Context: an optimization exercise on an open-source flow, tuned for small area, a short achievable clock period and few clock cycles per item. The choices shown serve that exercise and are no tape-out recipe.
At most, simulation tests tie the RTL to the original design; equivalence was not proved.
No functional check of the RTL was part of run 1.
No run shown here takes its clock network from TritonCTS; it comes from the design's own scripts or RTL.
The clock port is modelled as an ideal driver, which makes a skipped or thinned clock tree look cheaper than it is; a real chip needs a root buffer or a tree.

## flow/design.v (module list and top-level ports; edited modules follow where they fit)
// module uac_rx: 1037 lines
module uac_rx (
    input  wire        clk,
    input  wire        rst,           
    input  wire        in_valid,
    output wire        in_ready,
    input  wire [15:0] in_sample,     
    output reg         frame_done,
    output wire        det,
    output reg         ev_valid,
    output wire [11:0] ev_word
);
  // ...
==> flow/flow/run.sh <==
#!/bin/bash
# The standard layout (standard.sh) with four changes to how it is made;
# the design, constraints and clock period are unchanged:
#  - synthesis skips Yosys's early generic ABC pass (SYNTH_ARGS=-noabc), so the
#    generated full-adder tree keeps its structure; registers are unchanged;
#  - port buffers are buf_2 cells instead of the default (a slow delay buffer);
#  - the clock tree is built by flow/man_cts.tcl (run as the CTS step's PRE
#    hook): the clock port drives four clkbuf_16, one per quarter of the
#    flip-flops, each driving two clkbuf_16 leaves, instead of TritonCTS's tree;
#  - timing repair aims for 18.4 ns of setup slack instead of 0.
# Every tool's output is in standard.log and in orfs/logs.
set -euo pipefail
export SYNTH_ARGS="-noabc"
export BUFFER_PORTS_ARGS="-buffer_cell sky130_fd_sc_hd__buf_2"
export PRE_CTS_TCL="$PWD/flow/man_cts.tcl"
export SETUP_SLACK_MARGIN=18.4
bash standard.sh > standard.log 2>&1
==> flow/flow/man_cts.tcl <==
set buf_master [[ord::get_db] findMaster sky130_fd_sc_hd__clkbuf_16]
set block [ord::get_db_block]
set clk_net [$block findNet clk]
set sinks {}
foreach it [$clk_net getITerms] {
  set inst [$it getInst]
  set box [$inst getBBox]
  lappend sinks [list $it [expr {([$box xMin] + [$box xMax]) / 2}] [expr {([$box yMin] + [$box yMax]) / 2}]]
}
puts "flow/man_cts.tcl: [llength $sinks] clock sinks"
proc split2 { items idx } {
  set s [lsort -integer -index $idx $items]
  set h [expr {[llength $s] / 2}]
  return [list [lrange $s 0 [expr {$h - 1}]] [lrange $s $h end]]
}
proc bbox_center { items } {
  set x0 1e12; set x1 -1e12; set y0 1e12; set y1 -1e12
  foreach s $items {
    set x [lindex $s 1]; set y [lindex $s 2]
    if {$x < $x0} { set x0 $x }
    if {$x > $x1} { set x1 $x }
    if {$y < $y0} { set y0 $y }
    if {$y > $y1} { set y1 $y }
  }
  return [list [expr {int(($x0 + $x1) / 2)}] [expr {int(($y0 + $y1) / 2)}]]
}
proc add_buf { block master name net_in net_out_name xy } {
  set bi [odb::dbInst_create $block $master $name]
  $bi setLocation [lindex $xy 0] [lindex $xy 1]
  $bi setPlacementStatus PLACED
  set nn [odb::dbNet_create $block $net_out_name]
  $nn setSigType CLOCK
  [$bi findITerm A] connect $net_in
  [$bi findITerm X] connect $nn
  return $nn
}
set quarters {}
foreach half [split2 $sinks 1] {
  foreach q [split2 $half 2] { lappend quarters $q }
}
set qi 0
foreach q $quarters {
  set n1 [add_buf $block $buf_master "clkbuf_man_$qi" $clk_net "clknet_man_$qi" [bbox_center $q]]
  set li 0
  foreach leaf [split2 $q 1] {
    set n2 [add_buf $block $buf_master "clkbuf_man_${qi}_$li" $n1 "clknet_man_${qi}_$li" [bbox_center $leaf]]
    foreach s $leaf {
      set it [lindex $s 0]
      $it disconnect
      $it connect $n2
    }
    puts "flow/man_cts.tcl: clkbuf_man_${qi}_$li drives [llength $leaf] clock pins"
    incr li
  }
  incr qi
}
set_propagated_clock [all_clocks]
# the tree is built: make the flow's TritonCTS call a no-op
rename clock_tree_synthesis ""
proc clock_tree_synthesis { args } {
  puts "flow/man_cts.tcl: clock tree built by hand, TritonCTS skipped"
}
==> flow/standard.sh <==
#!/bin/bash
# synth_recipe.tcl (not shown) runs the flow's synth.tcl, then flattens the netlist and writes it again
# the make line also repeats each setting of config.mk as NAME=value (left out here)
make -C /OpenROAD-flow-scripts/flow DESIGN_CONFIG=/design/flow/config.mk WORK_HOME=/design/flow/orfs CLKGATE_MAP_FILE= SYNTH_SCRIPT=/design/flow/synth_recipe.tcl "${@:-finish}"
==> flow/config.mk <==
export PLATFORM = sky130hd
export DESIGN_NAME = uac_rx
export DESIGN_NICKNAME = uac_rx
export VERILOG_FILES = /design/flow/design.v
export SDC_FILE = /design/flow/constraint.sdc
export NUM_CORES = 4
export LEC_CHECK = 0
export CAP_MARGIN = 20
export CORE_MARGIN = 2
export CORE_UTILIZATION = 55
export SLEW_MARGIN = 20
==> flow/constraint.sdc <==
create_clock -name core_clock -period 24.0 [get_ports {clk}]
set_input_delay 4.8000 -clock core_clock [delete_from_list [all_inputs] [get_ports {clk}]]
set_output_delay 4.8000 -clock core_clock [all_outputs]
set_load 0.01 [all_outputs]
==> results.ini, run 1 <==
[run_status]
status = complete, no violations

[yosys]
async_flop_share_pct = 0
netlist_instances = 1210
synth_xor_area_share_pct = 3.75
yosys-top-cells-count = 140 x nor2_1, 131 x fa_1, 104 x dfxtp_1, 100 x nand2_1, 91 x inv_1
synth_simple_gate_area_share_pct = 14.2
synth_top_cell_by_area = fa_1

[drt]
highest_layer = met4

[worst_setup_path]
cp-end-kind = output pin
reg2regPathDepth = 19
crit_family = flip-flops
r2r-end = s1[19]$_SDFFE_PP0P_
crit_end = in_ready

[clocking]
clk_latency_ns = 0.28
cts_resized = 17

[sta]
tightest_slew_ns = 0.781
rsz0062_at_grt = true

[die]
core_sq_mm = 0.0201
rows = 52
die_w_um = 147
initial_core_util_pct = 55.6

[final_layout]
diodes = 0
reg_top3 = s1 x23, s2 x23, acc x14

[min_path]
hp-class = reg -> reg
hp-start = pending[7]$_SDFFE_PP0P_

[place]
dp_hpwl_um = 20300
io_buffers = 29

[grt]
antenna_found_initial = 0
grt-busiest-layer = met2

==> module uac_rx, before the edit <==
module uac_rx (
    input  wire        clk,
    input  wire        rst,           
    input  wire        in_valid,
    output wire        in_ready,
    input  wire [15:0] in_sample,     
    output reg         frame_done,
    output wire        det,
    output reg         ev_valid,
    output wire [11:0] ev_word
);
    localparam [1:0] EXPECT_ONE  = 2'd0;
    localparam [1:0] EXPECT_ZERO = 2'd1;
    localparam [1:0] LOCKED      = 2'd2;
    localparam [1:0] FAILED      = 2'd3;
    reg         rdy;
    reg  [15:3] xr;           
    reg         vr;           
    reg  [9:0]  idx;          
    reg         clr;          
    reg         rr;           
    assign in_ready = rdy;
    wire take = in_valid & rdy;
    reg  [22:0] s1, s2;
    reg  [1:0]  phase;
    reg         lk, lkn, lkd, lkdn;
    wire fs1;
    wire fc2;
    assign fs1 = 1'b0 ^ xr[4] ^ s2[0];
    assign fc2 = (1'b0 & xr[4]) | (s2[0] & (1'b0 ^ xr[4]));
    wire fs3;
    wire fc4;
    assign fs3 = 1'b0 ^ s1[0] ^ xr[5];
    assign fc4 = (1'b0 & s1[0]) | (xr[5] & (1'b0 ^ s1[0]));
    wire fs5;
    wire fc6;
    assign fs5 = s2[1] ^ (lk ? ~s1[2] : ~s1[3]) ^ (lkn ? ~s1[5] : ~s1[11]);
    assign fc6 = (s2[1] & (lk ? ~s1[2] : ~s1[3])) | ((lkn ? ~s1[5] : ~s1[11]) & (s2[1] ^ (lk ? ~s1[2] : ~s1[3])));
    wire fs7;
    wire fc8;
    assign fs7 = s1[1] ^ xr[6] ^ s2[2];
    assign fc8 = (s1[1] & xr[6]) | (s2[2] & (s1[1] ^ xr[6]));
    wire fs9;
    wire fc10;
    assign fs9 = (lk ? ~s1[3] : ~s1[4]) ^ (lkn ? ~s1[6] : ~s1[12]) ^ (lk ? s1[8] : s1[11]);
    assign fc10 = ((lk ? ~s1[3] : ~s1[4]) & (lkn ? ~s1[6] : ~s1[12])) | ((lk ? s1[8] : s1[11]) & ((lk ? ~s1[3] : ~s1[4]) ^ (lkn ? ~s1[6] : ~s1[12])));
    wire fs11;
    wire fc12;
    assign fs11 = s1[2] ^ xr[7] ^ s2[3];
    assign fc12 = (s1[2] & xr[7]) | (s2[3] & (s1[2] ^ xr[7]));
    wire fs13;
    wire fc14;
    assign fs13 = (lk ? ~s1[4] : ~s1[5]) ^ (lkn ? ~s1[7] : ~s1[13]) ^ (lk ? s1[9] : s1[12]);
    assign fc14 = ((lk ? ~s1[4] : ~s1[5]) & (lkn ? ~s1[7] : ~s1[13])) | ((lk ? s1[9] : s1[12]) & ((lk ? ~s1[4] : ~s1[5]) ^ (lkn ? ~s1[7] : ~s1[13])));
    wire fs15;
    wire fc16;
    assign fs15 = s1[3] ^ xr[8] ^ s2[4];
    assign fc16 = (s1[3] & xr[8]) | (s2[4] & (s1[3] ^ xr[8]));
    wire fs17;
    wire fc18;
    assign fs17 = (lk ? ~s1[5] : ~s1[6]) ^ (lkn ? ~s1[8] : ~s1[14]) ^ (lk ? s1[10] : s1[13]);
    assign fc18 = ((lk ? ~s1[5] : ~s1[6]) & (lkn ? ~s1[8] : ~s1[14])) | ((lk ? s1[10] : s1[13]) & ((lk ? ~s1[5] : ~s1[6]) ^ (lkn ? ~s1[8] : ~s1[14])));
    wire fs19;
    wire fc20;
    assign fs19 = s1[4] ^ xr[9] ^ s2[5];
    assign fc20 = (s1[4] & xr[9]) | (s2[5] & (s1[4] ^ xr[9]));
    wire fs21;
    wire fc22;
    assign fs21 = (lk ? ~s1[6] : ~s1[7]) ^ (lkn ? ~s1[9] : ~s1[15]) ^ (lk ? s1[11] : s1[14]);
    assign fc22 = ((lk ? ~s1[6] : ~s1[7]) & (lkn ? ~s1[9] : ~s1[15])) | ((lk ? s1[11] : s1[14]) & ((lk ? ~s1[6] : ~s1[7]) ^ (lkn ? ~s1[9] : ~s1[15])));
    wire fs23;
    wire fc24;
    assign fs23 = s1[5] ^ xr[10] ^ s2[6];
    assign fc24 = (s1[5] & xr[10]) | (s2[6] & (s1[5] ^ xr[10]));
    wire fs25;
    wire fc26;
    assign fs25 = (lk ? ~s1[7] : ~s1[8]) ^ (lkn ? ~s1[10] : ~s1[16]) ^ (lk ? s1[12] : s1[15]);
    assign fc26 = ((lk ? ~s1[7] : ~s1[8]) & (lkn ? ~s1[10] : ~s1[16])) | ((lk ? s1[12] : s1[15]) & ((lk ? ~s1[7] : ~s1[8]) ^ (lkn ? ~s1[10] : ~s1[16])));
    wire fs27;
    wire fc28;
    assign fs27 = s1[6] ^ xr[11] ^ s2[7];
    assign fc28 = (s1[6] & xr[11]) | (s2[7] & (s1[6] ^ xr[11]));
    wire fs29;
    wire fc30;
    assign fs29 = (lk ? ~s1[8] : ~s1[9]) ^ (lkn ? ~s1[11] : ~s1[17]) ^ (lk ? s1[13] : s1[16]);
    assign fc30 = ((lk ? ~s1[8] : ~s1[9]) & (lkn ? ~s1[11] : ~s1[17])) | ((lk ? s1[13] : s1[16]) & ((lk ? ~s1[8] : ~s1[9]) ^ (lkn ? ~s1[11] : ~s1[17])));
    wire fs31;
    wire fc32;
    assign fs31 = s1[7] ^ xr[12] ^ s2[8];
    assign fc32 = (s1[7] & xr[12]) | (s2[8] & (s1[7] ^ xr[12]));
    wire fs33;
    wire fc34;
    assign fs33 = (lk ? ~s1[9] : ~s1[10]) ^ (lkn ? ~s1[12] : ~s1[18]) ^ (lk ? s1[14] : s1[17]);
    assign fc34 = ((lk ? ~s1[9] : ~s1[10]) & (lkn ? ~s1[12] : ~s1[18])) | ((lk ? s1[14] : s1[17]) & ((lk ? ~s1[9] : ~s1[10]) ^ (lkn ? ~s1[12] : ~s1[18])));
    wire fs35;
    wire fc36;
    assign fs35 = lkn ^ s1[8] ^ xr[13];
    assign fc36 = (lkn & s1[8]) | (xr[13] & (lkn ^ s1[8]));
    wire fs37;
    wire fc38;
    assign fs37 = s2[9] ^ (lk ? ~s1[10] : ~s1[11]) ^ (lkn ? ~s1[13] : ~s1[19]);
    assign fc38 = (s2[9] & (lk ? ~s1[10] : ~s1[11])) | ((lkn ? ~s1[13] : ~s1[19]) & (s2[9] ^ (lk ? ~s1[10] : ~s1[11])));
    wire hs39;
    wire hc40;
    assign hs39 = (lk ? s1[15] : s1[18]) ^ (lkn ? s1[21] : ~s1[22]);
    assign hc40 = (lk ? s1[15] : s1[18]) | (lkn ? s1[21] : ~s1[22]);
    wire fs41;
    wire fc42;
    assign fs41 = 1'b0 ^ s1[9] ^ xr[14];
    assign fc42 = (1'b0 & s1[9]) | (xr[14] & (1'b0 ^ s1[9]));
    wire fs43;
    wire fc44;
    assign fs43 = s2[10] ^ (lk ? ~s1[11] : ~s1[12]) ^ (lkn ? ~s1[14] : ~s1[20]);
    assign fc44 = (s2[10] & (lk ? ~s1[11] : ~s1[12])) | ((lkn ? ~s1[14] : ~s1[20]) & (s2[10] ^ (lk ? ~s1[11] : ~s1[12])));
    wire fs45;
    wire fc46;
    assign fs45 = (lk ? s1[16] : s1[19]) ^ (~lkn | ~s1[22]) ^ (~lk | s1[15]);
    assign fc46 = ((lk ? s1[16] : s1[19]) & (~lkn | ~s1[22])) | ((~lk | s1[15]) & ((lk ? s1[16] : s1[19]) ^ (~lkn | ~s1[22])));
    wire fs47;
    wire fc48;
    assign fs47 = s1[10] ^ ~xr[15] ^ s2[11];
    assign fc48 = (s1[10] & ~xr[15]) | (s2[11] & (s1[10] ^ ~xr[15]));
    wire fs49;
    wire fc50;
    assign fs49 = (lk ? ~s1[12] : ~s1[13]) ^ (lkn ? ~s1[15] : ~s1[21]) ^ (lk ? s1[17] : s1[20]);
    assign fc50 = ((lk ? ~s1[12] : ~s1[13]) & (lkn ? ~s1[15] : ~s1[21])) | ((lk ? s1[17] : s1[20]) & ((lk ? ~s1[12] : ~s1[13]) ^ (lkn ? ~s1[15] : ~s1[21])));
    wire fs51;
    wire fc52;
    assign fs51 = lk ^ s1[11] ^ s2[12];
    assign fc52 = (lk & s1[11]) | (s2[12] & (lk ^ s1[11]));
    wire hs53;
    wire hc54;
    assign hs53 = (lk ? ~s1[13] : ~s1[14]) ^ (lkn ? ~s1[16] : s1[22]);
    assign hc54 = (lk ? ~s1[13] : ~s1[14]) | (lkn ? ~s1[16] : s1[22]);
    wire fs55;
    wire fc56;
    assign fs55 = lkn ^ s1[12] ^ s2[13];
    assign fc56 = (lkn & s1[12]) | (s2[13] & (lkn ^ s1[12]));
    wire hs57;
    wire hc58;
    assign hs57 = (lk ? ~s1[14] : ~s1[15]) ^ (~lkn | ~s1[17]);
    assign hc58 = (lk ? ~s1[14] : ~s1[15]) | (~lkn | ~s1[17]);
    wire fs59;
    wire fc60;
    assign fs59 = 1'b0 ^ s1[13] ^ s2[14];
    assign fc60 = (1'b0 & s1[13]) | (s2[14] & (1'b0 ^ s1[13]));
    wire hs61;
    wire hc62;
    assign hs61 = (lk ? ~s1[15] : ~s1[16]) ^ (~lkn | ~s1[18]);
    assign hc62 = (lk ? ~s1[15] : ~s1[16]) | (~lkn | ~s1[18]);
    wire fs63;
    wire fc64;
    assign fs63 = 1'b0 ^ s1[14] ^ s2[15];
    assign fc64 = (1'b0 & s1[14]) | (s2[15] & (1'b0 ^ s1[14]));
    wire hs65;
    wire hc66;
    assign hs65 = (lk ? ~s1[16] : ~s1[17]) ^ (~lkn | ~s1[19]);
    assign hc66 = (lk ? ~s1[16] : ~s1[17]) | (~lkn | ~s1[19]);
    wire fs67;
    wire fc68;
    assign fs67 = lk ^ s1[15] ^ s2[16];
    assign fc68 = (lk & s1[15]) | (s2[16] & (lk ^ s1[15]));
    wire hs69;
    wire hc70;
    assign hs69 = (lk ? ~s1[17] : ~s1[18]) ^ (~lkn | ~s1[20]);
    assign hc70 = (lk ? ~s1[17] : ~s1[18]) | (~lkn | ~s1[20]);
    wire fs71;
    wire fc72;
    assign fs71 = lk ^ s1[16] ^ s2[17];
    assign fc72 = (lk & s1[16]) | (s2[17] & (lk ^ s1[16]));
    wire hs73;
    wire hc74;
    assign hs73 = lkn ^ (lkn | ~s1[5]);
    assign hc74 = lkn | (lkn | ~s1[5]);
    wire hs75;
    wire hc76;
    assign hs75 = (lkn ? ~s1[0] : ~s1[6]) ^ (lk ? s1[2] : s1[5]);
    assign hc76 = (lkn ? ~s1[0] : ~s1[6]) | (lk ? s1[2] : s1[5]);
    wire hs77;
    wire hc78;
    assign hs77 = (lkn ? ~s1[1] : ~s1[7]) ^ (lk ? s1[3] : s1[6]);
    assign hc78 = (lkn ? ~s1[1] : ~s1[7]) | (lk ? s1[3] : s1[6]);
    wire fs79;
    wire fc80;
    assign fs79 = (lk | ~s1[0]) ^ (lkn ? ~s1[2] : ~s1[8]) ^ (lk ? s1[4] : s1[7]);
    assign fc80 = ((lk | ~s1[0]) & (lkn ? ~s1[2] : ~s1[8])) | ((lk ? s1[4] : s1[7]) & ((lk | ~s1[0]) ^ (lkn ? ~s1[2] : ~s1[8])));
    wire fs81;
    wire fc82;
    assign fs81 = (lk ? ~s1[0] : ~s1[1]) ^ (lkn ? ~s1[3] : ~s1[9]) ^ (lk ? s1[5] : s1[8]);
    assign fc82 = ((lk ? ~s1[0] : ~s1[1]) & (lkn ? ~s1[3] : ~s1[9])) | ((lk ? s1[5] : s1[8]) & ((lk ? ~s1[0] : ~s1[1]) ^ (lkn ? ~s1[3] : ~s1[9])));
    wire fs83;
    wire fc84;
    assign fs83 = fs1 ^ (lk ? ~s1[1] : ~s1[2]) ^ (lkn ? ~s1[4] : ~s1[10]);
    assign fc84 = (fs1 & (lk ? ~s1[1] : ~s1[2])) | ((lkn ? ~s1[4] : ~s1[10]) & (fs1 ^ (lk ? ~s1[1] : ~s1[2])));
    wire hs85;
    wire hc86;
    assign hs85 = (lk ? s1[6] : s1[9]) ^ (lkn ? s1[12] : s1[13]);
    assign hc86 = (lk ? s1[6] : s1[9]) | (lkn ? s1[12] : s1[13]);
    wire fs87;
    wire fc88;
    assign fs87 = fc2 ^ fs3 ^ (lk ? s1[7] : s1[10]);
    assign fc88 = (fc2 & fs3) | ((lk ? s1[7] : s1[10]) & (fc2 ^ fs3));
    wire fs89;
    wire fc90;
    assign fs89 = (lkn ? s1[13] : s1[14]) ^ (~lk | s1[6]) ^ fs5;
    assign fc90 = ((lkn ? s1[13] : s1[14]) & (~lk | s1[6])) | (fs5 & ((lkn ? s1[13] : s1[14]) ^ (~lk | s1[6])));
    wire fs91;
    wire fc92;
    assign fs91 = fc4 ^ fs7 ^ (lkn ? s1[14] : s1[15]);
    assign fc92 = (fc4 & fs7) | ((lkn ? s1[14] : s1[15]) & (fc4 ^ fs7));
    wire fs93;
    wire fc94;
    assign fs93 = (~lk | s1[7]) ^ fc6 ^ fs9;
    assign fc94 = ((~lk | s1[7]) & fc6) | (fs9 & ((~lk | s1[7]) ^ fc6));
    wire fs95;
    wire fc96;
    assign fs95 = fc8 ^ fs11 ^ (lkn ? s1[15] : s1[16]);
    assign fc96 = (fc8 & fs11) | ((lkn ? s1[15] : s1[16]) & (fc8 ^ fs11));
    wire fs97;
    wire fc98;
    assign fs97 = (~lk | s1[8]) ^ fc10 ^ fs13;
    assign fc98 = ((~lk | s1[8]) & fc10) | (fs13 & ((~lk | s1[8]) ^ fc10));
    wire fs99;
    wire fc100;
    assign fs99 = fc12 ^ fs15 ^ (lkn ? s1[16] : s1[17]);
    assign fc100 = (fc12 & fs15) | ((lkn ? s1[16] : s1[17]) & (fc12 ^ fs15));
    wire fs101;
    wire fc102;
    assign fs101 = (~lk | s1[9]) ^ fc14 ^ fs17;
    assign fc102 = ((~lk | s1[9]) & fc14) | (fs17 & ((~lk | s1[9]) ^ fc14));
    wire fs103;
    wire fc104;
    assign fs103 = fc16 ^ fs19 ^ (lkn ? s1[17] : s1[18]);
    assign fc104 = (fc16 & fs19) | ((lkn ? s1[17] : s1[18]) & (fc16 ^ fs19));
    wire fs105;
    wire fc106;
    assign fs105 = (~lk | s1[10]) ^ fc18 ^ fs21;
    assign fc106 = ((~lk | s1[10]) & fc18) | (fs21 & ((~lk | s1[10]) ^ fc18));
    wire fs107;
    wire fc108;
    assign fs107 = fc20 ^ fs23 ^ (lkn ? s1[18] : s1[19]);
    assign fc108 = (fc20 & fs23) | ((lkn ? s1[18] : s1[19]) & (fc20 ^ fs23));
    wire fs109;
    wire fc110;
    assign fs109 = (~lk | s1[11]) ^ fc22 ^ fs25;
    assign fc110 = ((~lk | s1[11]) & fc22) | (fs25 & ((~lk | s1[11]) ^ fc22));
    wire fs111;
    wire fc112;
    assign fs111 = fc24 ^ fs27 ^ (lkn ? s1[19] : s1[20]);
    assign fc112 = (fc24 & fs27) | ((lkn ? s1[19] : s1[20]) & (fc24 ^ fs27));
    wire fs113;
    wire fc114;
    assign fs113 = (~lk | s1[12]) ^ fc26 ^ fs29;
    assign fc114 = ((~lk | s1[12]) & fc26) | (fs29 & ((~lk | s1[12]) ^ fc26));
    wire fs115;
    wire fc116;
    assign fs115 = fc28 ^ fs31 ^ (lkn ? s1[20] : s1[21]);
    assign fc116 = (fc28 & fs31) | ((lkn ? s1[20] : s1[21]) & (fc28 ^ fs31));
    wire fs117;
    wire fc118;
    assign fs117 = (~lk | s1[13]) ^ fc30 ^ fs33;
    assign fc118 = ((~lk | s1[13]) & fc30) | (fs33 & ((~lk | s1[13]) ^ fc30));
    wire fs119;
    wire fc120;
    assign fs119 = fc32 ^ fs35 ^ (~lk | s1[14]);
    assign fc120 = (fc32 & fs35) | ((~lk | s1[14]) & (fc32 ^ fs35));
    wire fs121;
    wire fc122;
    assign fs121 = ~hs39 ^ fc34 ^ fs37;
    assign fc122 = (~hs39 & fc34) | (fs37 & (~hs39 ^ fc34));
    wire fs123;
    wire fc124;
    assign fs123 = fc36 ^ fs41 ^ hc40;
    assign fc124 = (fc36 & fs41) | (hc40 & (fc36 ^ fs41));
    wire fs125;
    wire fc126;
    assign fs125 = fc38 ^ fs43 ^ fs45;
    assign fc126 = (fc38 & fs43) | (fs45 & (fc38 ^ fs43));
    wire fs127;
    wire fc128;
    assign fs127 = fc42 ^ fs47 ^ (~lk | s1[16]);
    assign fc128 = (fc42 & fs47) | ((~lk | s1[16]) & (fc42 ^ fs47));
    wire fs129;
    wire fc130;
    assign fs129 = fc44 ^ fc46 ^ fs49;
    assign fc130 = (fc44 & fc46) | (fs49 & (fc44 ^ fc46));
    wire fs131;
    wire fc132;
    assign fs131 = fc48 ^ fs51 ^ (lk ? s1[18] : s1[21]);
    assign fc132 = (fc48 & fs51) | ((lk ? s1[18] : s1[21]) & (fc48 ^ fs51));
    wire fs133;
    wire fc134;
    assign fs133 = (~lk | s1[17]) ^ ~hs53 ^ fc50;
    assign fc134 = ((~lk | s1[17]) & ~hs53) | (fc50 & ((~lk | s1[17]) ^ ~hs53));
    wire fs135;
    wire fc136;
    assign fs135 = fc52 ^ fs55 ^ (lk ? s1[19] : ~s1[22]);
    assign fc136 = (fc52 & fs55) | ((lk ? s1[19] : ~s1[22]) & (fc52 ^ fs55));
    wire fs137;
    wire fc138;
    assign fs137 = (~lk | s1[18]) ^ ~hs57 ^ hc54;
    assign fc138 = ((~lk | s1[18]) & ~hs57) | (hc54 & ((~lk | s1[18]) ^ ~hs57));
    wire fs139;
    wire fc140;
    assign fs139 = fc56 ^ fs59 ^ (~lk | s1[20]);
    assign fc140 = (fc56 & fs59) | ((~lk | s1[20]) & (fc56 ^ fs59));
    wire fs141;
    wire fc142;
    assign fs141 = (~lk | s1[19]) ^ ~hs61 ^ hc58;
    assign fc142 = ((~lk | s1[19]) & ~hs61) | (hc58 & ((~lk | s1[19]) ^ ~hs61));
    wire fs143;
    wire fc144;
    assign fs143 = fc60 ^ fs63 ^ (~lk | s1[21]);
    assign fc144 = (fc60 & fs63) | ((~lk | s1[21]) & (fc60 ^ fs63));
    wire fs145;
    wire fc146;
    assign fs145 = (~lk | s1[20]) ^ ~hs65 ^ hc62;
    assign fc146 = ((~lk | s1[20]) & ~hs65) | (hc62 & ((~lk | s1[20]) ^ ~hs65));
    wire fs147;
    wire fc148;
    assign fs147 = fc64 ^ fs67 ^ (~lk | ~s1[22]);
    assign fc148 = (fc64 & fs67) | ((~lk | ~s1[22]) & (fc64 ^ fs67));
    wire fs149;
    wire fc150;
    assign fs149 = (~lk | s1[21]) ^ ~hs69 ^ hc66;
    assign fc150 = ((~lk | s1[21]) & ~hs69) | (hc66 & ((~lk | s1[21]) ^ ~hs69));
    wire fs151;
    wire fc152;
    assign fs151 = fc68 ^ fs71 ^ (lk ? ~s1[18] : ~s1[19]);
    assign fc152 = (fc68 & fs71) | ((lk ? ~s1[18] : ~s1[19]) & (fc68 ^ fs71));
    wire fs153;
    wire fc154;
    assign fs153 = (~lkn | ~s1[21]) ^ (~lk | ~s1[22]) ^ hc70;
    assign fc154 = ((~lkn | ~s1[21]) & (~lk | ~s1[22])) | (hc70 & ((~lkn | ~s1[21]) ^ (~lk | ~s1[22])));
    wire fs155;
    wire fc156;
    assign fs155 = lkn ^ s1[17] ^ s2[18];
    assign fc156 = (lkn & s1[17]) | (s2[18] & (lkn ^ s1[17]));
    wire fs157;
    wire fc158;
    assign fs157 = fc72 ^ (lk ? ~s1[19] : ~s1[20]) ^ (~lkn | s1[22]);
    assign fc158 = (fc72 & (lk ? ~s1[19] : ~s1[20])) | ((~lkn | s1[22]) & (fc72 ^ (lk ? ~s1[19] : ~s1[20])));
    wire fs159;
    wire fc160;
    assign fs159 = 1'b0 ^ s1[18] ^ s2[19];
    assign fc160 = (1'b0 & s1[18]) | (s2[19] & (1'b0 ^ s1[18]));
    wire hs161;
    wire hc162;
    assign hs161 = lkn ^ s1[19];
    assign hc162 = lkn | s1[19];
    wire hs163;
    wire hc164;
    assign hs163 = lk ^ s1[20];
    assign hc164 = lk | s1[20];
    wire hs165;
    wire hc166;
    assign hs165 = lk ^ (lkn | ~s1[1]);
    assign hc166 = lk | (lkn | ~s1[1]);
    wire hs167;
    wire hc168;
    assign hs167 = (lkn | ~s1[2]) ^ (lk | s1[1]);
    assign hc168 = (lkn | ~s1[2]) | (lk | s1[1]);
    wire hs169;
    wire hc170;
    assign hs169 = (lkn | ~s1[3]) ^ (lk | s1[2]);
    assign hc170 = (lkn | ~s1[3]) | (lk | s1[2]);
    wire fs171;
    wire fc172;
    assign fs171 = lkn ^ (lkn | ~s1[4]) ^ (lk ? s1[0] : s1[3]);
    assign fc172 = (lkn & (lkn | ~s1[4])) | ((lk ? s1[0] : s1[3]) & (lkn ^ (lkn | ~s1[4])));
    wire fs173;
    wire fc174;
    assign fs173 = (lk ? s1[1] : s1[4]) ^ (lkn ? s1[7] : s1[8]) ^ (~lk | s1[0]);
    assign fc174 = ((lk ? s1[1] : s1[4]) & (lkn ? s1[7] : s1[8])) | ((~lk | s1[0]) & ((lk ? s1[1] : s1[4]) ^ (lkn ? s1[7] : s1[8])));
    wire fs175;
    wire fc176;
    assign fs175 = (lkn ? ~s1[8] : ~s1[9]) ^ (lk & ~s1[1]) ^ hs75;
    assign fc176 = ((lkn ? ~s1[8] : ~s1[9]) & (lk & ~s1[1])) | (hs75 & ((lkn ? ~s1[8] : ~s1[9]) ^ (lk & ~s1[1])));
    wire fs177;
    wire fc178;
    assign fs177 = (lkn ? ~s1[9] : ~s1[10]) ^ (lk & ~s1[2]) ^ hs77;
    assign fc178 = ((lkn ? ~s1[9] : ~s1[10]) & (lk & ~s1[2])) | (hs77 & ((lkn ? ~s1[9] : ~s1[10]) ^ (lk & ~s1[2])));
    wire fs179;
    wire fc180;
    assign fs179 = (lkn ? s1[10] : s1[11]) ^ (~lk | s1[3]) ^ hc78;
    assign fc180 = ((lkn ? s1[10] : s1[11]) & (~lk | s1[3])) | (hc78 & ((lkn ? s1[10] : s1[11]) ^ (~lk | s1[3])));
    wire fs181;
    wire fc182;
    assign fs181 = (lkn ? s1[11] : s1[12]) ^ (~lk | s1[4]) ^ fc80;
    assign fc182 = ((lkn ? s1[11] : s1[12]) & (~lk | s1[4])) | (fc80 & ((lkn ? s1[11] : s1[12]) ^ (~lk | s1[4])));
    wire fs183;
    wire fc184;
    assign fs183 = (~lk | s1[5]) ^ fc82 ^ fs83;
    assign fc184 = ((~lk | s1[5]) & fc82) | (fs83 & ((~lk | s1[5]) ^ fc82));
    wire fs185;
    wire fc186;
    assign fs185 = hc86 ^ fc84 ^ fs87;
    assign fc186 = (hc86 & fc84) | (fs87 & (hc86 ^ fc84));
    wire fs187;
    wire fc188;
    assign fs187 = fc88 ^ fs91 ^ fc90;
    assign fc188 = (fc88 & fs91) | (fc90 & (fc88 ^ fs91));
    wire fs189;
    wire fc190;
    assign fs189 = fc92 ^ fs95 ^ fc94;
    assign fc190 = (fc92 & fs95) | (fc94 & (fc92 ^ fs95));
    wire fs191;
    wire fc192;
    assign fs191 = fc96 ^ fs99 ^ fc98;
    assign fc192 = (fc96 & fs99) | (fc98 & (fc96 ^ fs99));
    wire fs193;
    wire fc194;
    assign fs193 = fc100 ^ fs103 ^ fc102;
    assign fc194 = (fc100 & fs103) | (fc102 & (fc100 ^ fs103));
    wire fs195;
    wire fc196;
    assign fs195 = fc104 ^ fs107 ^ fc106;
    assign fc196 = (fc104 & fs107) | (fc106 & (fc104 ^ fs107));
    wire fs197;
    wire fc198;
    assign fs197 = fc108 ^ fs111 ^ fc110;
    assign fc198 = (fc108 & fs111) | (fc110 & (fc108 ^ fs111));
    wire fs199;
    wire fc200;
    assign fs199 = fc112 ^ fs115 ^ fc114;
    assign fc200 = (fc112 & fs115) | (fc114 & (fc112 ^ fs115));
    wire fs201;
    wire fc202;
    assign fs201 = fc116 ^ fs119 ^ fc118;
    assign fc202 = (fc116 & fs119) | (fc118 & (fc116 ^ fs119));
    wire fs203;
    wire fc204;
    assign fs203 = fc120 ^ fs123 ^ fc122;
    assign fc204 = (fc120 & fs123) | (fc122 & (fc120 ^ fs123));
    wire fs205;
    wire fc206;
    assign fs205 = fs127 ^ fc124 ^ fc126;
    assign fc206 = (fs127 & fc124) | (fc126 & (fs127 ^ fc124));
    wire fs207;
    wire fc208;
    assign fs207 = fc128 ^ fs131 ^ fs133;
    assign fc208 = (fc128 & fs131) | (fs133 & (fc128 ^ fs131));
    wire fs209;
    wire fc210;
    assign fs209 = fc132 ^ fs135 ^ fs137;
    assign fc210 = (fc132 & fs135) | (fs137 & (fc132 ^ fs135));
    wire fs211;
    wire fc212;
    assign fs211 = fc136 ^ fs139 ^ fc138;
    assign fc212 = (fc136 & fs139) | (fc138 & (fc136 ^ fs139));
    wire fs213;
    wire fc214;
    assign fs213 = fc140 ^ fs143 ^ fc142;
    assign fc214 = (fc140 & fs143) | (fc142 & (fc140 ^ fs143));
    wire fs215;
    wire fc216;
    assign fs215 = fc144 ^ fs147 ^ fc146;
    assign fc216 = (fc144 & fs147) | (fc146 & (fc144 ^ fs147));
    wire fs217;
    wire fc218;
    assign fs217 = fc148 ^ fs151 ^ fc150;
    assign fc218 = (fc148 & fs151) | (fc150 & (fc148 ^ fs151));
    wire fs219;
    wire fc220;
    assign fs219 = fs155 ^ fc152 ^ fs157;
    assign fc220 = (fs155 & fc152) | (fs157 & (fs155 ^ fc152));
    wire fs221;
    wire fc222;
    assign fs221 = fc156 ^ fs159 ^ (lk ? ~s1[20] : ~s1[21]);
    assign fc222 = (fc156 & fs159) | ((lk ? ~s1[20] : ~s1[21]) & (fc156 ^ fs159));
    wire fs223;
    wire fc224;
    assign fs223 = s2[20] ^ ~hs161 ^ fc160;
    assign fc224 = (s2[20] & ~hs161) | (fc160 & (s2[20] ^ ~hs161));
    wire fs225;
    wire fc226;
    assign fs225 = s2[21] ^ ~hs163 ^ hc162;
    assign fc226 = (s2[21] & ~hs163) | (hc162 & (s2[21] ^ ~hs163));
    wire hs227;
    wire hc228;
    assign hs227 = s1[21] ^ ~s2[22];
    assign hc228 = s1[21] | ~s2[22];
    wire hs229;
    wire hc230;
    assign hs229 = (lk | s1[0]) ^ (lkn ? s1[3] : s1[4]);
    assign hc230 = (lk | s1[0]) | (lkn ? s1[3] : s1[4]);
    wire fs231;
    wire fc232;
    assign fs231 = (lkn ? s1[4] : s1[5]) ^ ~hs167 ^ hc166;
    assign fc232 = ((lkn ? s1[4] : s1[5]) & ~hs167) | (hc166 & ((lkn ? s1[4] : s1[5]) ^ ~hs167));
    wire fs233;
    wire fc234;
    assign fs233 = (lkn ? s1[5] : s1[6]) ^ ~hs169 ^ hc168;
    assign fc234 = ((lkn ? s1[5] : s1[6]) & ~hs169) | (hc168 & ((lkn ? s1[5] : s1[6]) ^ ~hs169));
    wire fs235;
    wire fc236;
    assign fs235 = (lkn ? s1[6] : s1[7]) ^ hc170 ^ fs171;
    assign fc236 = ((lkn ? s1[6] : s1[7]) & hc170) | (fs171 & ((lkn ? s1[6] : s1[7]) ^ hc170));
    wire fs237;
    wire fc238;
    assign fs237 = ~hs73 ^ fc172 ^ fs173;
    assign fc238 = (~hs73 & fc172) | (fs173 & (~hs73 ^ fc172));
    wire fs239;
    wire fc240;
    assign fs239 = hc74 ^ fc174 ^ ~fs175;
    assign fc240 = (hc74 & fc174) | (~fs175 & (hc74 ^ fc174));
    wire fs241;
    wire fc242;
    assign fs241 = ~hc76 ^ fc176 ^ fs177;
    assign fc242 = (~hc76 & fc176) | (fs177 & (~hc76 ^ fc176));
    wire fs243;
    wire fc244;
    assign fs243 = fs79 ^ ~fc178 ^ fs179;
    assign fc244 = (fs79 & ~fc178) | (fs179 & (fs79 ^ ~fc178));
    wire fs245;
    wire fc246;
    assign fs245 = fs81 ^ fc180 ^ fs181;
    assign fc246 = (fs81 & fc180) | (fs181 & (fs81 ^ fc180));
    wire fs247;
    wire fc248;
    assign fs247 = ~hs85 ^ fc182 ^ fs183;
    assign fc248 = (~hs85 & fc182) | (fs183 & (~hs85 ^ fc182));
    wire fs249;
    wire fc250;
    assign fs249 = fc184 ^ fs185 ^ fs89;
    assign fc250 = (fc184 & fs185) | (fs89 & (fc184 ^ fs185));
    wire fs251;
    wire fc252;
    assign fs251 = fc186 ^ fs93 ^ fs187;
    assign fc252 = (fc186 & fs93) | (fs187 & (fc186 ^ fs93));
    wire fs253;
    wire fc254;
    assign fs253 = fs97 ^ fc188 ^ fs189;
    assign fc254 = (fs97 & fc188) | (fs189 & (fs97 ^ fc188));
    wire fs255;
    wire fc256;
    assign fs255 = fs101 ^ fc190 ^ fs191;
    assign fc256 = (fs101 & fc190) | (fs191 & (fs101 ^ fc190));
    wire fs257;
    wire fc258;
    assign fs257 = fs105 ^ fc192 ^ fs193;
    assign fc258 = (fs105 & fc192) | (fs193 & (fs105 ^ fc192));
    wire fs259;
    wire fc260;
    assign fs259 = fs109 ^ fc194 ^ fs195;
    assign fc260 = (fs109 & fc194) | (fs195 & (fs109 ^ fc194));
    wire fs261;
    wire fc262;
    assign fs261 = fs113 ^ fc196 ^ fs197;
    assign fc262 = (fs113 & fc196) | (fs197 & (fs113 ^ fc196));
    wire fs263;
    wire fc264;
    assign fs263 = fs117 ^ fc198 ^ fs199;
    assign fc264 = (fs117 & fc198) | (fs199 & (fs117 ^ fc198));
    wire fs265;
    wire fc266;
    assign fs265 = fs121 ^ fc200 ^ fs201;
    assign fc266 = (fs121 & fc200) | (fs201 & (fs121 ^ fc200));
    wire fs267;
    wire fc268;
    assign fs267 = fs125 ^ fc202 ^ fs203;
    assign fc268 = (fs125 & fc202) | (fs203 & (fs125 ^ fc202));
    wire fs269;
    wire fc270;
    assign fs269 = fs129 ^ fc204 ^ fs205;
    assign fc270 = (fs129 & fc204) | (fs205 & (fs129 ^ fc204));
    wire fs271;
    wire fc272;
    assign fs271 = fc130 ^ fc206 ^ fs207;
    assign fc272 = (fc130 & fc206) | (fs207 & (fc130 ^ fc206));
    wire fs273;
    wire fc274;
    assign fs273 = fc134 ^ fs209 ^ fc208;
    assign fc274 = (fc134 & fs209) | (fc208 & (fc134 ^ fs209));
    wire fs275;
    wire fc276;
    assign fs275 = fs141 ^ fs211 ^ fc210;
    assign fc276 = (fs141 & fs211) | (fc210 & (fs141 ^ fs211));
    wire fs277;
    wire fc278;
    assign fs277 = fs145 ^ fc212 ^ fs213;
    assign fc278 = (fs145 & fc212) | (fs213 & (fs145 ^ fc212));
    wire fs279;
    wire fc280;
    assign fs279 = fs149 ^ fc214 ^ fs215;
    assign fc280 = (fs149 & fc214) | (fs215 & (fs149 ^ fc214));
    wire fs281;
    wire fc282;
    assign fs281 = fs153 ^ fc216 ^ fs217;
    assign fc282 = (fs153 & fc216) | (fs217 & (fs153 ^ fc216));
    wire fs283;
    wire fc284;
    assign fs283 = fc154 ^ fs219 ^ fc218;
    assign fc284 = (fc154 & fs219) | (fc218 & (fc154 ^ fs219));
    wire fs285;
    wire fc286;
    assign fs285 = fc158 ^ fs221 ^ fc220;
    assign fc286 = (fc158 & fs221) | (fc220 & (fc158 ^ fs221));
    wire fs287;
    wire fc288;
    assign fs287 = (lk ? ~s1[21] : s1[22]) ^ fs223 ^ fc222;
    assign fc288 = ((lk ? ~s1[21] : s1[22]) & fs223) | (fc222 & ((lk ? ~s1[21] : s1[22]) ^ fs223));
    wire fs289;
    wire fc290;
    assign fs289 = fs225 ^ (~lk | s1[22]) ^ fc224;
    assign fc290 = (fs225 & (~lk | s1[22])) | (fc224 & (fs225 ^ (~lk | s1[22])));
    wire fs291;
    wire fc292;
    assign fs291 = ~hs227 ^ hc164 ^ fc226;
    assign fc292 = (~hs227 & hc164) | (fc226 & (~hs227 ^ hc164));
    wire [36:0] dp_a = {fs291, fs289, fs287, fs285, fs283, fs281, fs279, fs277, fs275, fs273, fs271, fs269, fs267, fs265, fs263, fs261, fs259, fs257, fs255, fs253, fs251, fs249, fs247, fs245, fs243, ~fs241, fs239, fs237, fs235, fs233, fs231, ~hs229, (lkn | ~s1[0]), (lkn ? s1[1] : s1[2]), (lkn ? s1[0] : s1[1]), (lkn | s1[0]), 1'b1};
    wire [36:0] dp_b = {fc290, fc288, fc286, fc284, fc282, fc280, fc278, fc276, fc274, fc272, fc270, fc268, fc266, fc264, fc262, fc260, fc258, fc256, fc254, fc252, fc250, fc248, fc246, fc244, ~fc242, fc240, fc238, fc236, fc234, fc232, hc230, ~hs165, (lkn ? s1[2] : s1[3]), 1'b1, lk, lkn, 1'b1};
    wire [36:0] pg_g = dp_a & dp_b;
    wire [36:0] pg_p = dp_a ^ dp_b;
    wire cg1 = pg_g[1] | (pg_p[1] & pg_g[0]);
    wire cp1 = pg_p[1] & pg_p[0];
    wire cg2 = pg_g[3] | (pg_p[3] & pg_g[2]);
    wire cp2 = pg_p[3] & pg_p[2];
    wire cg3 = pg_g[5] | (pg_p[5] & pg_g[4]);
    wire cp3 = pg_p[5] & pg_p[4];
    wire cg4 = pg_g[7] | (pg_p[7] & pg_g[6]);
    wire cp4 = pg_p[7] & pg_p[6];
    wire cg5 = pg_g[9] | (pg_p[9] & pg_g[8]);
    wire cp5 = pg_p[9] & pg_p[8];
    wire cg6 = pg_g[11] | (pg_p[11] & pg_g[10]);
    wire cp6 = pg_p[11] & pg_p[10];
    wire cg7 = pg_g[13] | (pg_p[13] & pg_g[12]);
    wire cp7 = pg_p[13] & pg_p[12];
    wire cg8 = pg_g[15] | (pg_p[15] & pg_g[14]);
    wire cp8 = pg_p[15] & pg_p[14];
    wire cg9 = pg_g[17] | (pg_p[17] & pg_g[16]);
    wire cp9 = pg_p[17] & pg_p[16];
    wire cg10 = pg_g[19] | (pg_p[19] & pg_g[18]);
    wire cp10 = pg_p[19] & pg_p[18];
    wire cg11 = pg_g[21] | (pg_p[21] & pg_g[20]);
    wire cp11 = pg_p[21] & pg_p[20];
    wire cg12 = pg_g[23] | (pg_p[23] & pg_g[22]);
    wire cp12 = pg_p[23] & pg_p[22];
    wire cg13 = pg_g[25] | (pg_p[25] & pg_g[24]);
    wire cp13 = pg_p[25] & pg_p[24];
    wire cg14 = pg_g[27] | (pg_p[27] & pg_g[26]);
    wire cp14 = pg_p[27] & pg_p[26];
    wire cg15 = pg_g[29] | (pg_p[29] & pg_g[28]);
    wire cp15 = pg_p[29] & pg_p[28];
    wire cg16 = pg_g[31] | (pg_p[31] & pg_g[30]);
    wire cp16 = pg_p[31] & pg_p[30];
    wire cg17 = pg_g[33] | (pg_p[33] & pg_g[32]);
    wire cp17 = pg_p[33] & pg_p[32];
    wire cg18 = pg_g[35] | (pg_p[35] & pg_g[34]);
    wire cp18 = pg_p[35] & pg_p[34];
    wire cg19 = pg_g[2] | (pg_p[2] & cg1);
    wire cp19 = pg_p[2] & cp1;
    wire cg20 = cg2 | (cp2 & cg1);
    wire cp20 = cp2 & cp1;
    wire cg21 = pg_g[6] | (pg_p[6] & cg3);
    wire cp21 = pg_p[6] & cp3;
    wire cg22 = cg4 | (cp4 & cg3);
    wire cp22 = cp4 & cp3;
    wire cg23 = pg_g[10] | (pg_p[10] & cg5);
    wire cp23 = pg_p[10] & cp5;
    wire cg24 = cg6 | (cp6 & cg5);
    wire cp24 = cp6 & cp5;
    wire cg25 = pg_g[14] | (pg_p[14] & cg7);
    wire cp25 = pg_p[14] & cp7;
    wire cg26 = cg8 | (cp8 & cg7);
    wire cp26 = cp8 & cp7;
    wire cg27 = pg_g[18] | (pg_p[18] & cg9);
    wire cp27 = pg_p[18] & cp9;
    wire cg28 = cg10 | (cp10 & cg9);
    wire cp28 = cp10 & cp9;
    wire cg29 = pg_g[22] | (pg_p[22] & cg11);
    wire cp29 = pg_p[22] & cp11;
    wire cg30 = cg12 | (cp12 & cg11);
    wire cp30 = cp12 & cp11;
    wire cg31 = pg_g[26] | (pg_p[26] & cg13);
    wire cp31 = pg_p[26] & cp13;
    wire cg32 = cg14 | (cp14 & cg13);
    wire cp32 = cp14 & cp13;
    wire cg33 = pg_g[30] | (pg_p[30] & cg15);
    wire cp33 = pg_p[30] & cp15;
    wire cg34 = cg16 | (cp16 & cg15);
    wire cp34 = cp16 & cp15;
    wire cg35 = pg_g[34] | (pg_p[34] & cg17);
    wire cp35 = pg_p[34] & cp17;
    wire cg36 = cg18 | (cp18 & cg17);
    wire cp36 = cp18 & cp17;
    wire cg37 = pg_g[4] | (pg_p[4] & cg20);
    wire cp37 = pg_p[4] & cp20;
    wire cg38 = cg3 | (cp3 & cg20);
    wire cp38 = cp3 & cp20;
    wire cg39 = cg21 | (cp21 & cg20);
    wire cp39 = cp21 & cp20;
    wire cg40 = cg22 | (cp22 & cg20);
    wire cp40 = cp22 & cp20;
    wire cg41 = pg_g[12] | (pg_p[12] & cg24);
    wire cp41 = pg_p[12] & cp24;
    wire cg42 = cg7 | (cp7 & cg24);
    wire cp42 = cp7 & cp24;
    wire cg43 = cg25 | (cp25 & cg24);
    wire cp43 = cp25 & cp24;
    wire cg44 = cg26 | (cp26 & cg24);
    wire cp44 = cp26 & cp24;
    wire cg45 = pg_g[20] | (pg_p[20] & cg28);
    wire cp45 = pg_p[20] & cp28;
    wire cg46 = cg11 | (cp11 & cg28);
    wire cp46 = cp11 & cp28;
    wire cg47 = cg29 | (cp29 & cg28);
    wire cp47 = cp29 & cp28;
    wire cg48 = cg30 | (cp30 & cg28);
    wire cp48 = cp30 & cp28;
    wire cg49 = pg_g[28] | (pg_p[28] & cg32);
    wire cp49 = pg_p[28] & cp32;
    wire cg50 = cg15 | (cp15 & cg32);
    wire cp50 = cp15 & cp32;
    wire cg51 = cg33 | (cp33 & cg32);
    wire cp51 = cp33 & cp32;
    wire cg52 = cg34 | (cp34 & cg32);
    wire cp52 = cp34 & cp32;
    wire cg53 = pg_g[36] | (pg_p[36] & cg36);
    wire cp53 = pg_p[36] & cp36;
    wire cg54 = pg_g[8] | (pg_p[8] & cg40);
    wire cp54 = pg_p[8] & cp40;
    wire cg55 = cg5 | (cp5 & cg40);
    wire cp55 = cp5 & cp40;
    wire cg56 = cg23 | (cp23 & cg40);
    wire cp56 = cp23 & cp40;
    wire cg57 = cg24 | (cp24 & cg40);
    wire cp57 = cp24 & cp40;
    wire cg58 = cg41 | (cp41 & cg40);
    wire cp58 = cp41 & cp40;
    wire cg59 = cg42 | (cp42 & cg40);
    wire cp59 = cp42 & cp40;
    wire cg60 = cg43 | (cp43 & cg40);
    wire cp60 = cp43 & cp40;
    wire cg61 = cg44 | (cp44 & cg40);
    wire cp61 = cp44 & cp40;
    wire cg62 = pg_g[24] | (pg_p[24] & cg48);
    wire cp62 = pg_p[24] & cp48;
    wire cg63 = cg13 | (cp13 & cg48);
    wire cp63 = cp13 & cp48;
    wire cg64 = cg31 | (cp31 & cg48);
    wire cp64 = cp31 & cp48;
    wire cg65 = cg32 | (cp32 & cg48);
    wire cp65 = cp32 & cp48;
    wire cg66 = cg49 | (cp49 & cg48);
    wire cp66 = cp49 & cp48;
    wire cg67 = cg50 | (cp50 & cg48);
    wire cp67 = cp50 & cp48;
    wire cg68 = cg51 | (cp51 & cg48);
    wire cp68 = cp51 & cp48;
    wire cg69 = cg52 | (cp52 & cg48);
    wire cp69 = cp52 & cp48;
    wire cg70 = pg_g[16] | (pg_p[16] & cg61);
    wire cp70 = pg_p[16] & cp61;
    wire cg71 = cg9 | (cp9 & cg61);
    wire cp71 = cp9 & cp61;
    wire cg72 = cg27 | (cp27 & cg61);
    wire cp72 = cp27 & cp61;
    wire cg73 = cg28 | (cp28 & cg61);
    wire cp73 = cp28 & cp61;
    wire cg74 = cg45 | (cp45 & cg61);
    wire cp74 = cp45 & cp61;
    wire cg75 = cg46 | (cp46 & cg61);
    wire cp75 = cp46 & cp61;
    wire cg76 = cg47 | (cp47 & cg61);
    wire cp76 = cp47 & cp61;
    wire cg77 = cg48 | (cp48 & cg61);
    wire cp77 = cp48 & cp61;
    wire cg78 = cg62 | (cp62 & cg61);
    wire cp78 = cp62 & cp61;
    wire cg79 = cg63 | (cp63 & cg61);
    wire cp79 = cp63 & cp61;
    wire cg80 = cg64 | (cp64 & cg61);
    wire cp80 = cp64 & cp61;
    wire cg81 = cg65 | (cp65 & cg61);
    wire cp81 = cp65 & cp61;
    wire cg82 = cg66 | (cp66 & cg61);
    wire cp82 = cp66 & cp61;
    wire cg83 = cg67 | (cp67 & cg61);
    wire cp83 = cp67 & cp61;
    wire cg84 = cg68 | (cp68 & cg61);
    wire cp84 = cp68 & cp61;
    wire cg85 = cg69 | (cp69 & cg61);
    wire cp85 = cp69 & cp61;
    wire cg86 = pg_g[32] | (pg_p[32] & cg85);
    wire cp86 = pg_p[32] & cp85;
    wire cg87 = cg17 | (cp17 & cg85);
    wire cp87 = cp17 & cp85;
    wire cg88 = cg35 | (cp35 & cg85);
    wire cp88 = cp35 & cp85;
    wire cg89 = cg36 | (cp36 & cg85);
    wire cp89 = cp36 & cp85;
    wire cg90 = cg53 | (cp53 & cg85);
    wire cp90 = cp53 & cp85;
    wire cc91 = pg_g[0] | pg_p[0];
    wire cc92 = cg1 | cp1;
    wire cc93 = cg19 | cp19;
    wire cc94 = cg20 | cp20;
    wire cc95 = cg37 | cp37;
    wire cc96 = cg38 | cp38;
    wire cc97 = cg39 | cp39;
    wire cc98 = cg40 | cp40;
    wire cc99 = cg54 | cp54;
    wire cc100 = cg55 | cp55;
    wire cc101 = cg56 | cp56;
    wire cc102 = cg57 | cp57;
    wire cc103 = cg58 | cp58;
    wire cc104 = cg59 | cp59;
    wire cc105 = cg60 | cp60;
    wire cc106 = cg61 | cp61;
    wire cc107 = cg70 | cp70;
    wire cc108 = cg71 | cp71;
    wire cc109 = cg72 | cp72;
    wire cc110 = cg73 | cp73;
    wire cc111 = cg74 | cp74;
    wire cc112 = cg75 | cp75;
    wire cc113 = cg76 | cp76;
    wire cc114 = cg77 | cp77;
    wire cc115 = cg78 | cp78;
    wire cc116 = cg79 | cp79;
    wire cc117 = cg80 | cp80;
    wire cc118 = cg81 | cp81;
    wire cc119 = cg82 | cp82;
    wire cc120 = cg83 | cp83;
    wire cc121 = cg84 | cp84;
    wire cc122 = cg85 | cp85;
    wire cc123 = cg86 | cp86;
    wire cc124 = cg87 | cp87;
    wire cc125 = cg88 | cp88;
    wire cc126 = cg89 | cp89;
    wire [36:0] dp_sum = ~(pg_p ^ {cc126, cc125, cc124, cc123, cc122, cc121, cc120, cc119, cc118, cc117, cc116, cc115, cc114, cc113, cc112, cc111, cc110, cc109, cc108, cc107, cc106, cc105, cc104, cc103, cc102, cc101, cc100, cc99, cc98, cc97, cc96, cc95, cc94, cc93, cc92, cc91, 1'b1});
    wire [22:0] s_new = dp_sum[36:14];
    reg         pw;           
    reg         ps;           
    reg  [13:0] acc;
    wire hi1  = ~((&s1[22:10]) | ~(|s1[22:10]));
    wire hi2  = ~((&s2[22:10]) | ~(|s2[22:10]));
    wire big  = hi1 | hi2;
    wire lo1  = (&s1[22:7]) | ~(|s1[22:7]);
    wire lo2  = (&s2[22:7]) | ~(|s2[22:7]);
    wire tiny = lo1 & lo2;
    wire        sb  = idx[0];
    wire [3:0]  j   = idx[4:1];
    wire        bj  = sb ? s2[j] : s1[j];
    wire [13:0] op  = ~bj ? 14'd0 : sb ? ~{xr[15], xr[15:3]} : {{3{s1[10]}}, s1[10:0]};
    wire        sub = sb ^ (j == 4'd10);
    wire [13:0] pa_b = op ^ {14{sub}};
    wire [13:0] pa_g = acc & pa_b;
    wire [13:0] pa_p = acc ^ pa_b;
    wire pa_c0 = pa_g[0] | (pa_p[0] & sub);
    wire pa_g1 = pa_g[1] | (pa_p[1] & pa_c0);
    wire pa_p1 = pa_p[1] & pa_p[0];
    wire pa_g2 = pa_g[3] | (pa_p[3] & pa_g[2]);
    wire pa_p2 = pa_p[3] & pa_p[2];
    wire pa_g3 = pa_g[5] | (pa_p[5] & pa_g[4]);
    wire pa_p3 = pa_p[5] & pa_p[4];
    wire pa_g4 = pa_g[7] | (pa_p[7] & pa_g[6]);
    wire pa_p4 = pa_p[7] & pa_p[6];
    wire pa_g5 = pa_g[9] | (pa_p[9] & pa_g[8]);
    wire pa_p5 = pa_p[9] & pa_p[8];
    wire pa_g6 = pa_g[11] | (pa_p[11] & pa_g[10]);
    wire pa_p6 = pa_p[11] & pa_p[10];
    wire pa_g7 = pa_g[13] | (pa_p[13] & pa_g[12]);
    wire pa_p7 = pa_p[13] & pa_p[12];
    wire pa_g8 = pa_g[2] | (pa_p[2] & pa_g1);
    wire pa_p8 = pa_p[2] & pa_p1;
    wire pa_g9 = pa_g2 | (pa_p2 & pa_g1);
    wire pa_p9 = pa_p2 & pa_p1;
    wire pa_g10 = pa_g[6] | (pa_p[6] & pa_g3);
    wire pa_p10 = pa_p[6] & pa_p3;
    wire pa_g11 = pa_g4 | (pa_p4 & pa_g3);
    wire pa_p11 = pa_p4 & pa_p3;
    wire pa_g12 = pa_g[10] | (pa_p[10] & pa_g5);
    wire pa_p12 = pa_p[10] & pa_p5;
    wire pa_g13 = pa_g6 | (pa_p6 & pa_g5);
    wire pa_p13 = pa_p6 & pa_p5;
    wire pa_g14 = pa_g[4] | (pa_p[4] & pa_g9);
    wire pa_p14 = pa_p[4] & pa_p9;
    wire pa_g15 = pa_g3 | (pa_p3 & pa_g9);
    wire pa_p15 = pa_p3 & pa_p9;
    wire pa_g16 = pa_g10 | (pa_p10 & pa_g9);
    wire pa_p16 = pa_p10 & pa_p9;
    wire pa_g17 = pa_g11 | (pa_p11 & pa_g9);
    wire pa_p17 = pa_p11 & pa_p9;
    wire pa_g18 = pa_g[12] | (pa_p[12] & pa_g13);
    wire pa_p18 = pa_p[12] & pa_p13;
    wire pa_g19 = pa_g7 | (pa_p7 & pa_g13);
    wire pa_p19 = pa_p7 & pa_p13;
    wire pa_g20 = pa_g[8] | (pa_p[8] & pa_g17);
    wire pa_p20 = pa_p[8] & pa_p17;
    wire pa_g21 = pa_g5 | (pa_p5 & pa_g17);
    wire pa_p21 = pa_p5 & pa_p17;
    wire pa_g22 = pa_g12 | (pa_p12 & pa_g17);
    wire pa_p22 = pa_p12 & pa_p17;
    wire pa_g23 = pa_g13 | (pa_p13 & pa_g17);
    wire pa_p23 = pa_p13 & pa_p17;
    wire pa_g24 = pa_g18 | (pa_p18 & pa_g17);
    wire pa_p24 = pa_p18 & pa_p17;
    wire pa_g25 = pa_g19 | (pa_p19 & pa_g17);
    wire pa_p25 = pa_p19 & pa_p17;
    wire [13:0] an = pa_p ^ {pa_g24, pa_g23, pa_g22, pa_g21, pa_g20, pa_g17, pa_g16, pa_g15, pa_g14, pa_g9, pa_g8, pa_g1, pa_c0, sub};
    wire        fin = (pw & ~ps & (big | tiny)) | (ps & (j == 4'd11));
    wire        det_v = big | (~tiny & ~acc[13] & (|acc[12:5]));    
    reg  [4:0]  win;
    reg  [2:0]  frame_cnt;
    reg         transfer_active;
    reg  [7:0]  pending;
    reg  [2:0]  bits_in_byte;
    reg  [1:0]  ev_kind;      
    reg         nz;           
    assign det     = win[0];
    assign ev_word = {2'b00, ev_kind, pending};
    wire [4:0]  win_n = {win[3:0], det_v};
    wire [2:0]  vsum  = win_n[0] + win_n[1] + win_n[2] + win_n[3] + win_n[4];
    wire        bit_v = (vsum > 3'd2);
    reg  [1:0]  phase1;
    reg         sync_lost;
    wire [7:0]  pend_n = {pending[6:0], bit_v};
    wire [2:0]  bib_n  = bits_in_byte + 3'd1;
    wire        tx_end = (bib_n == 3'd0) & ~nz & ~bit_v;    
    always @* begin
        phase1    = phase;
        sync_lost = 1'b0;
        if (phase != LOCKED) begin
            if (phase == EXPECT_ONE && vsum == 3'd5)
                phase1 = EXPECT_ZERO;
            else if (phase == EXPECT_ZERO && vsum == 3'd0)
                phase1 = EXPECT_ONE;
            else if (phase != FAILED) begin
                phase1    = FAILED;
                sync_lost = 1'b1;
            end
        end
    end
    reg  [1:0]  phase2;
    always @* begin
        phase2 = phase;
        if (transfer_active && frame_cnt == 3'd4) begin
            phase2 = phase1;
            if (bib_n == 3'd0) begin
                if (tx_end)
                    phase2 = EXPECT_ONE;
                else if (phase1 == EXPECT_ONE)
                    phase2 = LOCKED;
            end
        end
    end
    wire last = vr ? (idx == 10'd1022) : (&idx);
    always @(posedge clk) begin
        if (rdy)
            xr <= ~in_sample[15:3];
        else if (ps)
            xr <= xr;
        else if (pw)
            xr <= ~s_new[12:0];
        else
            xr <= 13'h1fff;
        clr  <= rst | fin;
        ev_kind <= tx_end ? 2'd3 : sync_lost ? 2'd2 : 2'd1;
        rr   <= rst;
        lkd  <= (phase == LOCKED);
        lkdn <= (phase != LOCKED);
        frame_done <= 1'b0;
        ev_valid   <= 1'b0;
        vr         <= take & ~rst;
        if (rst) begin
            rdy   <= 1'b1;
            idx   <= 10'd0;
            pw    <= 1'b0;
            ps    <= 1'b0;
            phase <= EXPECT_ONE;
        end else begin
            if (vr | ps)
                idx <= idx + 10'd1;
            if (in_valid & last)
                rdy <= 1'b0;
            if (vr & (&idx))
                pw <= 1'b1;
            if (pw & ~ps & ~(big | tiny))
                ps <= 1'b1;
            if (fin) begin
                pw    <= 1'b0;
                ps    <= 1'b0;
                idx   <= 10'd0;
                rdy   <= 1'b1;
                phase <= phase2;
                frame_done <= 1'b1;
                if (transfer_active && frame_cnt == 3'd4 &&
                    (sync_lost || tx_end || (bib_n == 3'd0 && phase1 == LOCKED)))
                    ev_valid <= 1'b1;
            end
        end
        if (clr) begin
            s1  <= 23'd0;
            s2  <= 23'd0;
            acc <= 13'd0;
        end else begin
            if (vr) begin
                s2 <= s1;
                s1 <= s_new;
            end
            if (ps)
                acc <= sb ? {an[13], an[13:1]} : an;
        end
        if (rr) begin
            win             <= 5'd0;
            frame_cnt       <= 3'd0;
            transfer_active <= 1'b0;
            lk              <= 1'b0;
            lkn             <= 1'b1;
            pending         <= 8'd0;
            nz              <= 1'b0;
            bits_in_byte    <= 3'd0;
        end else if (fin) begin
            win <= win_n;
            lk  <= (phase2 == LOCKED);
            lkn <= (phase2 != LOCKED);
            if (!transfer_active) begin
                if (det_v) begin
                    transfer_active <= 1'b1;
                    frame_cnt       <= 3'd1;
                end
            end else if (frame_cnt != 3'd4) begin
                frame_cnt <= frame_cnt + 3'd1;
            end else begin
                frame_cnt    <= 3'd0;
                pending      <= sync_lost ? 8'd0 : pend_n;
                nz           <= (bib_n != 3'd0) & (nz | bit_v);
                bits_in_byte <= bib_n;
                if (tx_end) begin
                    transfer_active <= 1'b0;
                    bits_in_byte    <= 3'd0;
                end
            end
        end
    end
endmodule
==> run 2, diff against run 1 <==
--- a/flow/design.v
+++ b/flow/design.v
@@ -25,3 +25,3 @@
     reg  [1:0]  phase;
-    reg         lk, lkn, lkd, lkdn;
+    reg         lk, lkn;
     wire fs1;
@@ -960,4 +960,2 @@
         rr   <= rst;
-        lkd  <= (phase == LOCKED);
-        lkdn <= (phase != LOCKED);
         frame_done <= 1'b0;
==> run 2 against run 1 <==
  * Setup slack improved by 0.081 ns
  * Cell count rose by 0.14%
  * Core utilization barely moved
  * Wire length fell by 0.78%
  * Register-to-register slack barely moved
  * Synthesized cell count rose by 0.58%
  * Critical path depth fell by 1
  * Die area rose by 1.0%
==> results.ini, run 2 <==
[run_status]
status = complete, no violations

[sta]
tightest_slew_ns = 0.891  ; +0.110 ns
timing.final.crit_share_pct = 23.2
slew_headroom_pct = 40.6
fin_crit_ns = 5.56
worst_slack_ns = 18.44
hold_slack_ns = 0.453
fmax_ghz = 0.180
finClkSkew_ns = 0.0253
rsz0062_at_grt = true
setup_tns_ns = 0
finalHoldViolCount = 0
slew_violations = 0
finalSetupViolCount = 0

[final_layout]
final_common_cell = nor2_1
fill_cells = 1818
drive_gt1_share_pct = 10.6
reg_top3 = s1 x23, s2 x23, acc x14
fin_nets = 1436
multi_input_area_sq_mm = 0.00818
final_cell_mix = 137 x nor2_1, 131 x fa_1, 100 x nand2_1
regArea_sq_mm = 0.00251
diodes = 0  ; unchanged
fin_util_pct = 60.0
syn2layout_area_growth_pct = 7.08

[drt]
firstDrtPassIters = 6
drt_iter0_drc = 466
wl_met3_um = 1180
drt-total-wl_um = 27700
dr_total_vias = 8473
drc = 0
highest_layer = met4
viasPerCell = 5.75
met1Wirelength_um = 12700
wl_per_cell_um = 18.8
wl_met2_um = 13400
postRouteAntennaNets = 0

[die]
core_sq_mm = 0.0202  ; +0.32%
io_pins = 35
die_w_um = 147  ; +0.50%
initial_core_util_pct = 56.0  ; +0.39 points
die-area_sq_mm = 0.0217
rows = 52  ; unchanged
die_h_um = 147

[yosys]
ys.flop_type = dfxtp_1
netlist_instances = 1217  ; +0.58%
yosysWarnings = 1
ys_types = 69
seq_area_frac_synth_pct = 21.9
ys_ff_latch = 117
synth_area_per_cell_sq_um = 9.28
netlist_top_cells_area = fa_1 23%, dfxtp_1 18%, ha_1 9.0%, mux2i_1 5.7%, nor2_1 4.6%
synth_top_cell_by_area = fa_1
synth.most_common_cell = nor2_1
async_flop_share_pct = 0  ; unchanged
synth_edf_count = 13
synth_area_sq_mm = 0.0113
yosys-top-cells-count = 137 x nor2_1, 131 x fa_1, 104 x dfxtp_1, 101 x nand2_1, 88 x inv_1
netlist.area_leader.share_pct = 23.2

[worst_setup_path]
start_kind = flip-flop
crit_arrival_ns = 0.76
cp.depth = 1
crit_family = flip-flops
cp_num_buf_inv = 1
crit_start = pending[0]$_SDFFE_PP0P_
crit_end = ev_word[0]
path_cells = buf_2
cp-end-kind = output pin
cp_slowest_cell = dfxtp_1
reg2regPathDepth = 16  ; -3
reg2reg_from = lk$_SDFFE_PP0P_
r2r_setup_slack_ns = 18.59
required_ns = 19.20
worst_path_largest_cell_delay_ns = 0.36
crit_type = reg -> out
r2r-end = s1[18]$_SDFFE_PP0P_
cp_max_fo = 3

[place]
io_buffers = 29  ; unchanged
dpl_worst_slack_ns = 18.15
dp_hpwl_um = 20100  ; -1.2%
gp_congestion = 0.869

[grt]
antenna_found_initial = 0  ; unchanged
grt.overflow.total = 0
grt_max_degree = 67
grt_pass1_vias = 8413
grt_use_total_pct = 25.7
grt_pass1_wl_um = 44900

[min_path]
hp-class = reg -> reg

[clocking]
clkSlewWorstSetupHoldPaths_ns = 0.06
clk_latency_ns = 0.28  ; about the same

[flow_run]
maxCapViolCount = 0

## run 2: worst min-delay path by stage
stage,cells after the start,start,to
floorplan,1,rr$_DFF_P_,nz$_SDFFE_PP0P_
global placement,2,pending[7]$_SDFFE_PP0P_,pending[7]$_SDFFE_PP0P_
detailed placement,2,pending[7]$_SDFFE_PP0P_,pending[7]$_SDFFE_PP0P_
CTS,2,pending[7]$_SDFFE_PP0P_,pending[7]$_SDFFE_PP0P_
global route,2,pending[1]$_SDFFE_PP0P_,pending[1]$_SDFFE_PP0P_
finish,2,pending[7]$_SDFFE_PP0P_,pending[7]$_SDFFE_PP0P_
## run 2: per-stage QoR
stage / cell area [sq um] / instances
after floorplan: 11300 / 1218
after global placement: 11500 / 1444
after detailed placement: 11500 / 1445
after CTS: 11900 / 1457
after global routing: 12100 / 1473
final: 12100 / 1473
## run 2: area by class of cell
type                            instances  share of cell area (%)
Buffer                                 12                    2.48
Inverter                               89                    2.82
Multi-Input combinational cell        930                    67.6
Sequential cell                       117                    20.8
Tap cell                              270                    2.79
Timing Repair Buffer                   54                    3.43
Timing Repair inverter                  1                  0.0620
## run 2: cell families after synthesis
family,Yosys count,synth area share (%)
AO/OA/AOI/OAI,219,12.9
XOR/XNOR,54,4.37
adder cells (fa/ha/maj),212,32.2
buffers and inverters,171,5.91
flip-flops,117,21.9
multiplexers,83,8.16
other,1,0.0332
AND/OR/NAND/NOR,360,14.5
## run 2: per-layer routing
layer  vias up  track usage (%)
met5         -                0
met1      4162             36.2
li1       4105                -
met2       176             44.6
met4         0             4.18
met3        30             1.86
## run 2: timing repair
action | CTS | global route
hold buffers | 0 | 0
setup endpoints to repair | 7 | 8
gates resized for setup | 12 | 31
cloned | 0 | 4
pin swaps | 0 | 1
buffers inserted | 0 | 12
Testbench counts of run 2, summed over its fixed seeds: cycles 2,465,950, frames 2,400.

==> afterwards: timing with drivers on the ports <==
How much do the figures lean on ideal ports? The routed layouts below were timed once more, with nothing changed but the port constraints.
Step 1 sets driving cells, clkbuf_16 on the clock port and buf_2 on the other inputs (assumed; they add their load-dependent delay and slew).
Step 2 moves the port delays by t, midway between the first and last clock arrival at a register: inputs arrive t later, outputs are due t later. That takes back most of the time a late clock gives input paths.
Three values: ideal ports, drivers, drivers and shift; two values: the first two.
run | t, ns | setup slack, ns | worst slew at a driven data input, ns
run 1 | 0.355 | 18.361 / 18.272 / 18.294 | 0.05
run 2 | 0.356 | 18.442 / 18.354 / 18.301 | 0.03
After both steps setup and hold are still met in every run listed. For run 2, which loses most, drivers alone change the setup slack by -0.088 ns; drivers and shift together by -0.141 ns.
